Context: an optimization exercise on an open-source flow, tuned for small area, a short achievable clock period and few clock cycles per item. The choices shown serve that exercise and are no tape-out recipe. RTL that was checked went through simulation tests only; none was proved equivalent to the original.

run 1:
Design led_sce_cell, start of the top module:
module led_sce_cell (
    input  wire               clk,
    input  wire               rst,
    input  wire [15:0]        kp,
    input  wire [15:0]        smooth,
    input  wire [15:0]        noise,
    input  wire               delta,
    input  wire               in_valid,
    output wire               in_ready,
    input  wire signed [17:0] in_target,
    input  wire signed [17:0] in_cur,
    input  wire signed [17:0] in_sm,
    output reg                out_valid,
    input  wire               out_ready,
    output reg  signed [17:0] out_cur,
    output reg  signed [17:0] out_sm,
    output reg         [7:0]  out_value
);
    reg  sv;                           
    reg  rdy;                          
    reg  novi;                         
    wire en = !sv;
    assign in_ready = rdy;
    reg  v0, v1, v2;                   
    reg [15:0] kp_r, sc_r, nz_r;
    reg        dl_r;
    always @(posedge clk) begin
        kp_r <= kp;
        sc_r <= smooth;
        nz_r <= noise;
        dl_r <= delta;
    end
  ...
clock: 55.0 ns
lec_check: 0
abc_area: 1
cap_margin: 20
core_margin: 2
core_utilization: 60
slew_margin: 20
synth_memory_max_bits: 65536
standard.sh (not shown) runs the stock make flow with config.mk's settings and CLKGATE_MAP_FILE= SYNTH_SCRIPT=/design/flow/synth_recipe.tcl, a recipe that flattens the netlist after the stock synthesis.
==> flow/flow/run.sh <==
#!/bin/bash
# Own layout flow: the standard layout (standard.sh, ORFS synth to finish)
# with two make variables changed:
#  * SYNTH_ARGS=-noabc: Yosys's synth skips its generic "abc -fast" pass, so
#    the full-adder trees written out in the RTL reach extract_fa as written
#    and map to sky130 fa/ha cells without extra inverters. The register
#    names and cell types are the same as in the standard synthesis.
#  * BUFFER_PORTS_ARGS: every input and output port still gets its buffer,
#    but a sky130_fd_sc_hd__buf_1 instead of the clkdlybuf4s50_1 delay cell.
#  * CTS_ARGS: clock tree synthesis without dummy loads, clusters of up to 20 sinks.
# Each tool's full output is in the ORFS logs under orfs/logs/; make's own
# output goes to flow_make.log here.
set -euo pipefail
bash standard.sh SYNTH_ARGS=-noabc "BUFFER_PORTS_ARGS=-buffer_cell sky130_fd_sc_hd__buf_1" \
  "CTS_ARGS=-sink_clustering_enable -repair_clock_nets -dont_use_dummy_load -sink_clustering_size 20 -sink_clustering_max_diameter 120" finish > flow_make.log 2>&1
Testbench counts of run 1, summed over its fixed seeds: cycles 16,032, items 16,000.
Input changes introduced in run 2 (baseline for comparison: run 1):
--- a/flow/design.v
+++ b/flow/design.v
@@ -1655,14 +1655,22 @@
     wire ub_rc314;
     wire ub_rc315;
     wire ub_rc316;
     wire ub_rc317;
     wire ub_rc318;
     wire ub_rc319;
     wire ub_rc320;
+    wire ub_rs321;
+    wire ub_rc322;
+    wire ub_rs323;
+    wire ub_rc324;
+    wire ub_rs325;
+    wire ub_rc326;
+    wire ub_rs327;
+    wire ub_rc328;
     assign ub_s1 = (gd[7] & u[0]) ^ (gd[6] & u[1]);
     assign ub_c2 = (gd[7] & u[0]) & (gd[6] & u[1]);
     assign ub_s3 = (gd[8] & u[0]) ^ (gd[7] & u[1]) ^ (gd[6] & u[2]);
     assign ub_c4 = ((gd[8] & u[0]) & (gd[7] & u[1])) | ((gd[8] & u[0]) & (gd[6] & u[2])) | ((gd[7] & u[1]) & (gd[6] & u[2]));
     assign ub_s5 = (gd[5] & u[3]) ^ (gd[4] & u[4]);
     assign ub_c6 = (gd[5] & u[3]) & (gd[4] & u[4]);
     assign ub_s7 = (gd[9] & u[0]) ^ (gd[8] & u[1]) ^ (gd[7] & u[2]);
@@ -1979,16 +1987,24 @@
     assign ub_rc314 = (ub_g_a[1] & ub_g_b[1]) | (ub_g_a[1] & ub_rc313) | (ub_g_b[1] & ub_rc313);
     assign ub_rc315 = (ub_g_a[2] & ub_g_b[2]) | (ub_g_a[2] & ub_rc314) | (ub_g_b[2] & ub_rc314);
     assign ub_rc316 = (ub_g_a[3] & ub_g_b[3]) | (ub_g_a[3] & ub_rc315) | (ub_g_b[3] & ub_rc315);
     assign ub_rc317 = (ub_g_a[4] & ub_g_b[4]) | (ub_g_a[4] & ub_rc316) | (ub_g_b[4] & ub_rc316);
     assign ub_rc318 = (ub_g_a[5] & ub_g_b[5]) | (ub_g_a[5] & ub_rc317) | (ub_g_b[5] & ub_rc317);
     assign ub_rc319 = (ub_g_a[6] & ub_g_b[6]) | (ub_g_a[6] & ub_rc318) | (ub_g_b[6] & ub_rc318);
     assign ub_rc320 = (ub_g_a[7] & ub_g_b[7]) | (ub_g_a[7] & ub_rc319) | (ub_g_b[7] & ub_rc319);
-    wire [18:0] ub_sum_hi = ub_g_a[26:8] + ub_g_b[26:8] + {18'd0, ub_rc320};
-    wire [26:0] ub_sum = {ub_sum_hi, 1'b0, 1'b0, 1'b0, 1'b0, 1'b0, 1'b0, 1'b0, 1'b0};
+    assign ub_rs321 = ub_g_a[8] ^ ub_g_b[8] ^ ub_rc320;
+    assign ub_rc322 = (ub_g_a[8] & ub_g_b[8]) | (ub_g_a[8] & ub_rc320) | (ub_g_b[8] & ub_rc320);
+    assign ub_rs323 = ub_g_a[9] ^ ub_g_b[9] ^ ub_rc322;
+    assign ub_rc324 = (ub_g_a[9] & ub_g_b[9]) | (ub_g_a[9] & ub_rc322) | (ub_g_b[9] & ub_rc322);
+    assign ub_rs325 = ub_g_a[10] ^ ub_g_b[10] ^ ub_rc324;
+    assign ub_rc326 = (ub_g_a[10] & ub_g_b[10]) | (ub_g_a[10] & ub_rc324) | (ub_g_b[10] & ub_rc324);
+    assign ub_rs327 = ub_g_a[11] ^ ub_g_b[11] ^ ub_rc326;
+    assign ub_rc328 = (ub_g_a[11] & ub_g_b[11]) | (ub_g_a[11] & ub_rc326) | (ub_g_b[11] & ub_rc326);
+    wire [14:0] ub_sum_hi = ub_g_a[26:12] + ub_g_b[26:12] + {14'd0, ub_rc328};
+    wire [26:0] ub_sum = {ub_sum_hi, ub_rs327, ub_rs325, ub_rs323, ub_rs321, 1'b0, 1'b0, 1'b0, 1'b0, 1'b0, 1'b0, 1'b0, 1'b0};
     wire        [26:0] b_sum = ub_sum;
     wire signed [18:0] dsm   = b_sum[26:8];
     reg signed [17:0] c2, s2;
     reg signed [18:0] d2;
     always @(posedge clk) if (en) begin
         c2 <= c1;
         s2 <= s1;
==> comparison <==
Run 2: no failed stages, no open violations at the end. Looking at post-route fraction of the period consumed by the critical path, run 2 sits above run 1. Compared run 1 against run 2; fraction of area in registers within noise. Total routed wire length on the met1 layer: run 2 vs run 1 down 2.6%. Summary of run 2 over run 1: global routing met3 resource utilization grew by 0.69 points, overall die height held steady, net total in the final layout held steady, number of search-and-repair iterations in the first detailed-routing pass shrank by 2, hold slack grew by 0.045 ns. There was hardly any difference in placed standard-cell area between run 2 and run 1. Diff run 1 -> run 2 | wire length of the first global-routing pass | increase of 530 um. Area after synthesis: run 1 vs run 2 — no meaningful difference.
Function not checked in run 2: the RTL went through the layout flow alone.

[re-timing with driven ports]
Ports are ideal in the flow. The routed layouts listed here were re-timed in OpenROAD. Step 1 assumes that a clkbuf_16 drives the clock port and a buf_2 every other input. Step 2 adds t to the input delays and takes it off the output delays; t is the mean of the earliest and latest rising clock arrival at the registers after step 1. Input paths then give back, and output paths get back, about the clock's delay inside the block. Slacks: ideal ports / drivers / drivers and shift; pairs: ideal ports / drivers.
run | t (ns) | setup WS [ns] | worst data-port slew with drivers (ns)
run 1 | 0.594 | 42.913 / 42.851 / 42.765 | 0.05
run 2 | 0.576 | 42.743 / 42.743 / 42.743 | 0.05
After both steps every run listed still meets setup and hold. For run 1, which loses most, drivers alone change the setup slack by -0.062 ns; drivers and shift together by -0.148 ns.
